Context: an optimization exercise on an open-source flow, tuned for a short achievable clock period and few clock cycles. The choices shown serve that exercise and are no tape-out recipe. The RTL was checked by simulation tests, not by an equivalence proof against the original design. The clock port is modelled as an ideal driver, which makes a skipped or thinned clock tree look cheaper than it is; a real chip needs a root buffer or a tree. Power figures rest on the tool's default switching activity, not on a simulated workload.

== run a ==
## pcf2127_rrc
module pcf2127_rrc (
    input  wire        clk,
    input  wire        rst,           
    input  wire        cmd_valid,
    input  wire [55:0] cmd_word,
    output reg         busy,
    output reg         done,
    output reg  [2:0]  status,
    output reg         bus_init,
    output reg  [7:0]  bus_selid,
    output reg         sel,
    output wire        xfer_req,
    output reg         xfer_rd,
    output reg  [7:0]  xfer_txd,
    input  wire        xfer_ack,
    input  wire        xfer_err,
    input  wire [7:0]  xfer_rxd,
    output reg         diag_valid,
    output reg  [4:0]  diag_idx,
    output wire [7:0]  diag_val,
    output reg  [7:0]  t_second,
    output reg  [7:0]  t_minute,
    output reg  [7:0]  t_hour,
    output reg  [7:0]  t_day,
    output reg  [7:0]  t_weekday,
    output reg  [7:0]  t_month,
    output reg  [7:0]  t_year
);
clock: 14.0 ns
lec_check: 0
cap_margin: 20
core_margin: 2
core_utilization: 40
place_density: 0.6
slew_margin: 20
synth_hierarchical: 1
standard.sh (not shown) runs the stock make flow with config.mk's settings and CLKGATE_MAP_FILE= SYNTH_SCRIPT=/design/flow/synth_recipe.tcl, a recipe that flattens the netlist after the stock synthesis.
==> flow/flow/run.sh <==
#!/bin/bash
set -euo pipefail
bash standard.sh SETUP_SLACK_MARGIN=11 MATCH_CELL_FOOTPRINT=0 finish > orfs_make.log 2>&1
Testbench counts of run a, summed over its fixed seeds: cycles 398,866.
Here is what was changed in the inputs of run b compared with run a.
Settings: CORE_UTILIZATION changed from 40 to 65; PLACE_DENSITY changed from 0.6 to 0.75.
## What came out
Number of instances resized during post-cts repair in run b is 11 below run a. Going from run a to run b, die area shrank by more than a quarter. Per the comparison of run b with run a, final total power decreased by 130 µW relative to the old numbers; fraction of standard cell area that is sequential increased by 0.84 points relative to the old numbers; number of nets in the layout closely matched the old numbers; number of buffers on the longest clock path closely matched the old numbers.

---

job 7702:
Another version of the RTL of pcf2127_rrc (not shown whole).
For scale: roughly 2300 cells after synthesis.
// pcf2127_rrc
module pcf2127_rrc (
    input  wire        clk,
    input  wire        rst,           
    input  wire        cmd_valid,
    input  wire [55:0] cmd_word,
    output reg         busy,
    output reg         done,
    output reg  [2:0]  status,
    output reg         bus_init,
    output reg  [7:0]  bus_selid,
    output reg         sel,
    output reg         xfer_req,
    output reg         xfer_rd,
    output reg  [7:0]  xfer_txd,
    input  wire        xfer_ack,
    input  wire        xfer_err,
    input  wire [7:0]  xfer_rxd,
    output reg         diag_valid,
    output reg  [4:0]  diag_idx,
    output wire [7:0]  diag_val,
    output reg  [7:0]  t_second,
    output reg  [7:0]  t_minute,
    output reg  [7:0]  t_hour,
    output reg  [7:0]  t_day,
    output reg  [7:0]  t_weekday,
    output reg  [7:0]  t_month,
    output reg  [7:0]  t_year
);
==> flow/config.mk <==
export PLATFORM = sky130hd
export DESIGN_NAME = pcf2127_rrc
export DESIGN_NICKNAME = pcf2127_rrc
export VERILOG_FILES = /design/flow/design.v
export SDC_FILE = /design/flow/constraint.sdc
export NUM_CORES = 4
export LEC_CHECK = 0
export CAP_MARGIN = 20
export CORE_MARGIN = 2
export CORE_UTILIZATION = 65
export PLACE_DENSITY = 0.75
export SLEW_MARGIN = 20
export SYNTH_HIERARCHICAL = 1
==> flow/constraint.sdc <==
create_clock -name core_clock -period 14.0 [get_ports {clk}]
set_input_delay 2.8000 -clock core_clock [delete_from_list [all_inputs] [get_ports {clk}]]
set_output_delay 2.8000 -clock core_clock [all_outputs]
set_load 0.01 [all_outputs]
==> flow/flow/run.sh <==
#!/bin/bash
set -euo pipefail
KNOBS="SETUP_SLACK_MARGIN=11 MATCH_CELL_FOOTPRINT=0"
bash standard.sh $KNOBS place > orfs_place.log 2>&1
MCTS_LEAF_SINKS=24 MCTS_ROOTS=4 MCTS_SETUP_MARGIN=11 \
  openroad -no_init -exit flow/cts.tcl > cts.log 2>&1
bash standard.sh $KNOBS finish > orfs_finish.log 2>&1
==> flow/flow/cts.tcl <==
# Clock tree step in place of ORFS's TritonCTS run: a hand-built two-level
# tree (flow/manual_cts.tcl), then the same repair and legalisation that
# ORFS's cts step does, written where ORFS's later steps read it.
set P $::env(FLOW_HOME)/platforms/sky130hd
set R [pwd]/orfs/results/sky130hd/pcf2127_rrc/base
read_lef $P/lef/sky130_fd_sc_hd.tlef
read_lef $P/lef/sky130_fd_sc_hd_merged.lef
read_liberty $P/lib/sky130_fd_sc_hd__tt_025C_1v80.lib
read_db $R/3_place.odb
read_sdc $R/3_place.sdc
source $P/setRC.tcl
set_dont_use {sky130_fd_sc_hd__probe_p_8 sky130_fd_sc_hd__probec_p_8 sky130_fd_sc_hd__lpflow_*}

source [file join [file dirname [info script]] manual_cts.tcl]
manual_cts clk $::env(MCTS_LEAF_SINKS) $::env(MCTS_ROOTS) sky130_fd_sc_hd__clkbuf_16

set_propagated_clock [all_clocks]
detailed_placement
estimate_parasitics -placement
report_clock_latency
repair_timing -setup_margin $::env(MCTS_SETUP_MARGIN) -hold_margin 0 -repair_tns 100 -verbose
detailed_placement
check_placement -verbose
estimate_parasitics -placement
report_clock_latency
report_worst_slack -max
report_worst_slack -min

write_db $R/4_1_cts.odb
write_sdc -no_timestamp $R/4_cts.sdc
file copy -force $R/4_1_cts.odb $R/4_cts.odb
Other scripts of this flow, unchanged in this note and not shown: flow/flow/manual_cts.tcl
Testbench counts of job 7702, summed over its fixed seeds: cycles 398,866.
[inputs] job 3696 vs job 7702
==> flow/flow/run.sh <==
#!/bin/bash
set -euo pipefail
KNOBS="SETUP_SLACK_MARGIN=12 MATCH_CELL_FOOTPRINT=0"
bash standard.sh $KNOBS place > orfs_place.log 2>&1
MCTS_LEAF_SINKS=24 MCTS_ROOTS=4 MCTS_SETUP_MARGIN=12 \
  openroad -no_init -exit flow/cts.tcl > cts.log 2>&1
bash standard.sh $KNOBS finish > orfs_finish.log 2>&1
Results
From job 7702 to job 3696 the numbers moved as follows: utilization of the core after routing shows an increase of 3.2 points; total detailed-routing wirelength shows an increase of 11000 um. In the metrics for job 3696 and job 7702, the one carrying the lower final design area excluding fillers is job 7702. Relative to job 7702, minimum setup slack in the final design decreased by 70 ps in job 3696. | worst-margin pin slew | job 3696 vs job 7702 | 70 ps higher |.
diff inputs: job 3696 => job 2742
==> flow/flow/run.sh <==
#!/bin/bash
set -euo pipefail
KNOBS="SETUP_SLACK_MARGIN=11 MATCH_CELL_FOOTPRINT=0"
bash standard.sh $KNOBS place > orfs_place.log 2>&1
MCTS_LEAF_SINKS=24 MCTS_ROOTS=4 MCTS_SETUP_MARGIN=11 \
  openroad -no_init -exit flow/cts.tcl > cts.log 2>&1
bash standard.sh $KNOBS finish > orfs_finish.log 2>&1
-- flow/flow/cts.tcl --
<<< job 3696, line 1
# Clock tree step in place of ORFS's TritonCTS run: a hand-built two-level
# tree (flow/manual_cts.tcl), then the same repair and legalisation that
# ORFS's cts step does, written where ORFS's later steps read it.
set P $::env(FLOW_HOME)/platforms/sky130hd
set R [pwd]/orfs/results/sky130hd/pcf2127_rrc/base
>>> job 2742, line 1
# Clock tree step in place of ORFS's TritonCTS run: a hand-built two-level
# tree (flow/manual_cts.tcl), then the same repair and legalisation that
# ORFS's cts step does, written where ORFS's later steps read it. Before the
# tree is built, each output's flip-flop is moved next to its output buffer
# (flow/pull_outputs.tcl).
set P $::env(FLOW_HOME)/platforms/sky130hd
set R [pwd]/orfs/results/sky130hd/pcf2127_rrc/base
<<< job 3696, line 13

source [file join [file dirname [info script]] manual_cts.tcl]
manual_cts clk $::env(MCTS_LEAF_SINKS) $::env(MCTS_ROOTS) sky130_fd_sc_hd__clkbuf_16

>>> job 2742, line 15

source [file join [file dirname [info script]] manual_cts.tcl]
source [file join [file dirname [info script]] pull_outputs.tcl]
pull_output_flops
manual_cts clk $::env(MCTS_LEAF_SINKS) $::env(MCTS_ROOTS) sky130_fd_sc_hd__clkbuf_16

==> flow/flow/pull_outputs.tcl (new file) <==
# Move the flip-flop that drives each output port's buffer next to that
# buffer, so that the flip-flop's output wire is short; detailed placement
# legalises the moved cells afterwards.
proc pull_output_flops {} {
  set block [ord::get_db_block]
  set moved 0
  foreach bt [$block getBTerms] {
    if {[$bt getIoType] ne "OUTPUT"} continue
    set net [$bt getNet]
    if {$net eq "NULL"} continue
    set buf ""
    foreach it [$net getITerms] {
      if {[$it isOutputSignal]} { set buf [$it getInst] }
    }
    if {$buf eq ""} continue
    set in_net ""
    foreach it [$buf getITerms] {
      if {[$it isInputSignal] && [$it getNet] ne "NULL" && [[$it getNet] getSigType] eq "SIGNAL"} { set in_net [$it getNet] }
    }
    if {$in_net eq ""} continue
    set drv ""
    foreach it [$in_net getITerms] {
      if {[$it isOutputSignal]} { set drv [$it getInst] }
    }
    if {$drv eq "" || ![string match "*dfxtp*" [[$drv getMaster] getName]]} continue
    lassign [$buf getLocation] bx by
    $drv setLocation $bx $by
    $drv setPlacementStatus PLACED
    incr moved
  }
  puts "pull_output_flops: moved $moved flip-flops"
}
==> run summary <==
- Job 2742 against job 3696: sum of routed wire segments on met1 went down by 2.8%; worst hold-check slack lower; sequential share of layout area increased by 1.2 points relative to the old numbers; detailed-routed wire length on met2 lost 3800 um; worst-case setup slack after placement higher.
No run of this note takes its clock network from TritonCTS; it comes from the design's own scripts or RTL.

## separate check: timing with driven ports
The results above use ideal ports. As a check the final layouts listed here were re-extracted and re-timed, cells and wires unchanged. Step 1 (the two cells are an assumption about what drives the block):
set clk [get_ports {clk}]
set_driving_cell -lib_cell sky130_fd_sc_hd__clkbuf_16 $clk
set_driving_cell -lib_cell sky130_fd_sc_hd__buf_2 [delete_from_list [all_inputs] $clk]
Step 2 also shifts input and output timing later by t, the mid clock arrival at the registers, as if the neighbouring blocks saw the same clock. Slacks: ideal / step 1 / step 2; pairs: ideal / step 1.
| run | t, ns | setup WS [ns] | worst hold slack (ns) | worst setup path at the end | slew at the worst register clock pin (ns) |
|---|---|---|---|---|---|
| run a | 0.649 | 10.110 / 10.051 / 9.979 | 0.392 / 0.392 / 0.392 | input to register | 0.07 / 0.07 |
| run b | 0.637 | 10.127 / 10.072 / 9.945 | 0.407 / 0.407 / 0.407 | input to register | 0.07 / 0.07 |
| job 7702 | 0.451 | 10.361 / 10.261 / 10.040 | 0.377 / 0.377 / 0.377 | input to register | 0.09 / 0.09 |
| job 3696 | 0.468 | 10.291 / 10.215 / 9.894 | 0.395 / 0.395 / 0.395 | input to register | 0.09 / 0.09 |
| job 2742 | 0.448 | 10.333 / 10.236 / 10.027 | 0.380 / 0.380 / 0.380 | input to register | 0.09 / 0.09 |
After both steps setup and hold are still met in every run listed. The setup slack of job 3696, which loses most, moves by -0.076 ns with the drivers and by -0.397 ns with both steps.
